From an optimization exercise on the open Yosys and OpenROAD flow, aimed at small area, a short achievable clock period and few clock cycles; shortcuts taken in it are not production practice. Power is estimated from default activity; no workload was simulated.

## job 101
==> module bhx_stream, before the edit <==
module bhx_stream (
    input  wire        clk,
    input  wire        rst,
    input  wire        start,
    input  wire [2:0]  op,
    input  wire [23:0] len,
    input  wire [23:0] base,
    input  wire [23:0] cap,
    output wire        busy,
    input  wire        in_valid,
    input  wire [7:0]  in_data,
    output wire        in_ready,
    output wire        out_valid,
    output wire [7:0]  out_data,
    input  wire        out_ready,
    output reg         done,
    output reg  [4:0]  err_code,
    output wire [2:0]  err_stage,
    output reg  [23:0] err_pos,
    output wire [7:0]  err_detail,
    output reg  [23:0] out_len
);
    localparam E_INVCHAR = 5'h03;
    localparam E_BADCMD  = 5'h10;
    localparam E_BADLEN  = 5'h11;
    reg        run;
    reg        six;       
    reg        rle;       
    reg        ir;        
    reg [22:0] rem;       
    reg        in_end;    
    reg        iv0;       
    reg [7:0]  id0;
    reg [23:0] ipos;      
    reg [23:0] capl;      
    reg        full;      
    reg [2:0]  kc;        
    reg [5:0]  lo;        
    reg        tv, tv1;   
    reg [7:0]  td;        
    reg [7:0]  td1;
    reg        t_esc, t_esc1;       
    reg        t_small, t_small1;   
    reg        ov, sv;    
    reg [7:0]  od;        
    reg [7:0]  sd;
    wire sx_err  = err_code[1] & err_code[0];
    wire any_err = err_code[1] | err_code[2];
    wire accept  = start && !run;
    wire take    = in_valid && ir;
    wire room    = !sv;                  
    wire ph0     = (kc[1:0] == 2'd0);
    wire in_done = in_end && !iv0;       
    wire       flush = six && in_done && (kc != 3'd0) && !sx_err;
    wire       is_alpha, is_ws;
    wire [5:0] sx_val;
    wire [7:0] sx_byte;
    bhx_sixbit u_six (
        .c      (id0),
        .zero   (in_done),
        .ph     (kc[1:0]),
        .lo     (lo),
        .alpha  (is_alpha),
        .ws     (is_ws),
        .val    (sx_val),
        .byte_o (sx_byte)
    );
    wire       rl_take, rl_emit, rl_tinc1, rl_tinc2, rl_ev, rl_st;
    wire [1:0] rl_osel;
    wire [4:0] rl_code;
    wire       src_done = in_done && (!six || kc == 3'd0);
    wire       rl_en    = run && rle && !any_err;
    bhx_rle u_rle (
        .clk      (clk),
        .clear    (accept),
        .en       (rl_en),
        .tv       (tv),
        .td       (td),
        .t_esc    (t_esc),
        .t_small  (t_small),
        .full     (full),
        .o_free   (room),
        .src_done (src_done),
        .take     (rl_take),
        .emit     (rl_emit),
        .osel     (rl_osel),
        .tinc1    (rl_tinc1),
        .tinc2    (rl_tinc2),
        .err      (rl_ev),
        .ecode    (rl_code),
        .busy     (rl_st)
    );
    wire emit   = rle ? rl_emit : (tv && room && !sx_err);
    wire t_pop  = tv && (any_err || (rle ? rl_take : room));
    wire t_free = !tv1;                  
    wire i_pop    = iv0 && (sx_err || t_free || (six && ph0));
    wire ch_take  = i_pop && six && !sx_err;
    wire ch_alpha = ch_take && is_alpha;
    wire ch_bad   = ch_take && !is_alpha && !is_ws;
    wire fl_step  = flush && (ph0 || t_free);
    wire sx_adv   = ch_alpha || fl_step;
    wire push     = six ? (sx_adv && !ph0) : i_pop;    
    wire [7:0] nt = six ? sx_byte : id0;
    wire       in_end_n = take ? (rem == 23'd1) : in_end;
    wire       iv0_n    = take || (iv0 && !i_pop);
    wire       t_shift  = (t_pop && tv1) || (!tv1 && tv && !t_pop);
    wire       tv1_n    = !ch_bad && (t_shift ? push : tv1);
    wire [2:0] kc_n     = sx_adv ? kc + 3'd1 : kc;
    wire       ir_n     = !in_end_n &&
                          (!iv0_n || sx_err || ch_bad || !tv1_n || (six && kc_n[1:0] == 2'd0));
    reg [7:0] nb;
    always @(*) begin
        case (rle ? rl_osel : 2'd0)
            2'd0:    nb = td;
            2'd1:    nb = 8'h90;
            default: nb = od;
        endcase
    end
    wire finish = run && in_done &&
                  (any_err || (src_done && !tv && !(rle && rl_st) && !sv && (!ov || out_ready)));
    assign busy       = run;
    assign in_ready   = ir;
    assign out_valid  = ov;
    assign out_data   = od;
    assign err_detail = td;
    assign err_stage  = (err_code == E_INVCHAR) ? 3'd2 :
                        (err_code[2] || (err_code[4] && err_code[1])) ? 3'd3 : 3'd0;
    always @(posedge clk) begin
        if (rst) begin
            run  <= 1'b0;
            done <= 1'b0;
            ir   <= 1'b0;
            ov   <= 1'b0;
            sv   <= 1'b0;
        end else if (accept) begin
            six        <= op[0];
            rle        <= op[1];
            rem        <= len[22:0];
            in_end     <= (len == 24'd0);
            ipos       <= base;
            capl       <= cap;
            full       <= (cap == 24'd0);
            kc         <= 3'd0;
            iv0        <= 1'b0;
            tv         <= 1'b0;
            tv1        <= 1'b0;
            ov         <= 1'b0;
            sv         <= 1'b0;
            out_len    <= 24'd0;
            err_pos    <= 24'd0;
            err_code   <= 5'd0;
            td         <= 8'd0;
            ir         <= 1'b0;
            if (op == 3'd0 || op > 3'd3) begin
                done     <= 1'b1;
                err_code <= E_BADCMD;
                td       <= {5'd0, op};
            end else if (len > 24'h40_0000) begin
                done     <= 1'b1;
                err_code <= E_BADLEN;
                err_pos  <= len;
            end else begin
                done <= 1'b0;
                run  <= 1'b1;
                ir   <= (len != 24'd0);
            end
        end else if (run) begin
            ir <= ir_n;
            if (take) begin
                rem    <= rem - 23'd1;
                in_end <= (rem == 23'd1);
            end
            if (i_pop)
                ipos <= ipos + 24'd1;
            iv0 <= iv0_n;
            if (take)
                id0 <= in_data;
            if (sx_adv) begin
                kc <= kc + 3'd1;
                lo <= sx_val;
            end
            if (t_pop && tv1) begin
                tv      <= 1'b1;
                td      <= td1;
                t_esc   <= t_esc1;
                t_small <= t_small1;
            end else if (t_pop || !tv) begin
                tv <= push;
                if (push) begin
                    td      <= nt;
                    t_esc   <= (nt == 8'h90);
                    t_small <= (nt[7:2] == 6'd0);
                end
            end
            if (t_shift) begin
                tv1 <= push;
                if (push) begin
                    td1      <= nt;
                    t_esc1   <= (nt == 8'h90);
                    t_small1 <= (nt[7:2] == 6'd0);
                end
            end
            if (!ov) begin
                ov <= emit;
                if (emit) od <= nb;
            end else if (out_ready) begin
                if (sv) begin
                    od <= sd;
                    sv <= 1'b0;
                end else begin
                    ov <= emit;
                    if (emit) od <= nb;
                end
            end else if (emit) begin
                sv <= 1'b1;
                sd <= nb;
            end
            if (emit) begin
                out_len <= out_len + 24'd1;
                capl    <= capl - 24'd1;
                full    <= (capl == 24'd1);
            end
            if (ch_bad) begin
                err_code <= E_INVCHAR;
                err_pos  <= ipos;
                td       <= id0;
                tv       <= 1'b0;
                tv1      <= 1'b0;
            end else if (rl_ev) begin
                err_code <= rl_code;
            end else if (rl_tinc1 | rl_tinc2) begin
                err_pos <= {err_pos[23:1] + {22'd0, rl_tinc2 | err_pos[0]}, err_pos[0] ^ rl_tinc1};
            end
            if (finish) begin
                run  <= 1'b0;
                done <= 1'b1;
                ir   <= 1'b0;
                ov   <= 1'b0;
                sv   <= 1'b0;
                if (!any_err)
                    err_pos <= 24'd0;
                else
                    out_len <= 24'd0;
                if (!sx_err)
                    td <= 8'd0;
            end
        end
    end
endmodule
==> flow/config.mk <==
export PLATFORM = sky130hd
export DESIGN_NAME = bhx_stream
export DESIGN_NICKNAME = bhx_stream
export VERILOG_FILES = /design/flow/design.v
export SDC_FILE = /design/flow/constraint.sdc
export NUM_CORES = 4
export LEC_CHECK = 0
export ABC_CLOCK_PERIOD_IN_PS = 2300
export CAP_MARGIN = 20
export CORE_MARGIN = 2
export CORE_UTILIZATION = 40
export PLACE_DENSITY = 0.6
export SETUP_SLACK_MARGIN = 2.5
export SLEW_MARGIN = 20
==> flow/constraint.sdc <==
create_clock -name core_clock -period 5.0 [get_ports {clk}]
set_input_delay 1.0000 -clock core_clock [delete_from_list [all_inputs] [get_ports {clk}]]
set_output_delay 1.0000 -clock core_clock [all_outputs]
set_load 0.01 [all_outputs]
standard.sh (not shown) runs the stock make flow with config.mk's settings and CLKGATE_MAP_FILE= SYNTH_SCRIPT=/design/flow/synth_recipe.tcl, a recipe that flattens the netlist after the stock synthesis.
==> flow/flow/run.sh <==
#!/bin/bash
# Standard layout, with every input and output port buffered by the
# platform's smallest buffer (buf_1) instead of the default delay-cell buffer.
set -euo pipefail
export BUFFER_PORTS_ARGS="-buffer_cell sky130_fd_sc_hd__buf_1"
bash standard.sh > flow.log 2>&1
## Diff of input files: job 103 against job 101
diff --git a/flow/design.v b/flow/design.v
--- a/flow/design.v
+++ b/flow/design.v
@@ -194,18 +194,17 @@
     reg        tv, tv1;   
     reg [7:0]  td;        
     reg [7:0]  td1;
     reg        t_esc, t_esc1;       
     reg        t_small, t_small1;   
-    reg        ov, sv;    
+    reg        ov;        
     reg [7:0]  od;        
-    reg [7:0]  sd;
     wire sx_err  = err_code[1] & err_code[0];
     wire any_err = err_code[1] | err_code[2];
     wire accept  = start && !run;
     wire take    = in_valid && ir;
-    wire room    = !sv;                  
+    wire room    = !ov || out_ready;     
     wire ph0     = (kc[1:0] == 2'd0);
     wire in_done = in_end && !iv0;       
     wire       flush = six && in_done && (kc != 3'd0) && !sx_err;
     wire       is_alpha, is_ws;
     wire [5:0] sx_val;
@@ -270,11 +269,11 @@
             2'd1:    nb = 8'h90;
             default: nb = od;
         endcase
     end
     wire finish = run && in_done &&
-                  (any_err || (src_done && !tv && !(rle && rl_st) && !sv && (!ov || out_ready)));
+                  (any_err || (src_done && !tv && !(rle && rl_st) && room));
     assign busy       = run;
     assign in_ready   = ir;
     assign out_valid  = ov;
     assign out_data   = od;
     assign err_detail = td;
@@ -284,11 +283,10 @@
         if (rst) begin
             run  <= 1'b0;
             done <= 1'b0;
             ir   <= 1'b0;
             ov   <= 1'b0;
-            sv   <= 1'b0;
         end else if (accept) begin
             six        <= op[0];
             rle        <= op[1];
             rem        <= len[22:0];
             in_end     <= (len == 24'd0);
@@ -298,11 +296,10 @@
             kc         <= 3'd0;
             iv0        <= 1'b0;
             tv         <= 1'b0;
             tv1        <= 1'b0;
             ov         <= 1'b0;
-            sv         <= 1'b0;
             out_len    <= 24'd0;
             err_pos    <= 24'd0;
             err_code   <= 5'd0;
             td         <= 8'd0;
             ir         <= 1'b0;
@@ -353,25 +350,14 @@
                     td1      <= nt;
                     t_esc1   <= (nt == 8'h90);
                     t_small1 <= (nt[7:2] == 6'd0);
                 end
             end
-            if (!ov) begin
+            if (room)
                 ov <= emit;
-                if (emit) od <= nb;
-            end else if (out_ready) begin
-                if (sv) begin
-                    od <= sd;
-                    sv <= 1'b0;
-                end else begin
-                    ov <= emit;
-                    if (emit) od <= nb;
-                end
-            end else if (emit) begin
-                sv <= 1'b1;
-                sd <= nb;
-            end
+            if (emit)
+                od <= nb;
             if (emit) begin
                 out_len <= out_len + 24'd1;
                 capl    <= capl - 24'd1;
                 full    <= (capl == 24'd1);
             end
@@ -389,12 +375,11 @@
             if (finish) begin
                 run  <= 1'b0;
                 done <= 1'b1;
                 ir   <= 1'b0;
                 ov   <= 1'b0;
-                sv   <= 1'b0;
-                if (!any_err)
+                    if (!any_err)
                     err_pos <= 24'd0;
                 else
                     out_len <= 24'd0;
                 if (!sx_err)
                     td <= 8'd0;
Findings:
- [compare] base=job 101 new=job 103: flip-flop and latch count dropped about 4.3%; routability congestion estimate saw an increase; post-CTS clock slew at the launch and capture registers of the worst setup and hold paths flat.
- The maximum clock frequency of job 103 is lower than that of job 101.
- Data arrival time at the worst-slack endpoint: job 103 vs job 101 up 130 ps
- [job 103] area after synthesis fell 5.5% relative to job 101
- Between job 103 and job 101, it is job 103 whose largest fanout of any net on the critical path is lower, by 2.
- Power on job 103 is ahead of job 101.
- Job 103 ran to completion and came out clean on the timing, design-rule and antenna checks.
Function was not checked in any run of this note: the RTL went through the layout flow alone.

separate check: timing with driven ports:
No port has a modelled driver above. Below, the same layouts with a new extraction and two added sets of constraints. Step 1 sets driving cells, clkbuf_16 on the clock port and buf_2 on the other inputs (assumed; they add their load-dependent delay and slew). Step 2 adds t to the input delays and takes it off the output delays; t is the mean of the earliest and latest rising clock arrival at the registers after step 1. Input paths then give back, and output paths get back, about the clock's delay inside the block. Slacks: ideal / step 1 / step 2; pairs: ideal / step 1.
run	t, ns	setup slack, ns	hold slack, ns	latest minus earliest clock arrival (ns)	worst slew at a driven data input, ns
job 101	0.573	2.409 / 2.409 / 1.875	0.501 / 0.501 / 0.501	0.011 / 0.011	0.07
job 103	0.490	2.203 / 2.199 / 1.708	0.513 / 0.513 / 0.513	0.012 / 0.011	0.08
After both steps setup and hold are still met in every run listed. For job 101, which loses most, drivers alone change the setup slack by 0.000 ns; drivers and shift together by -0.534 ns.
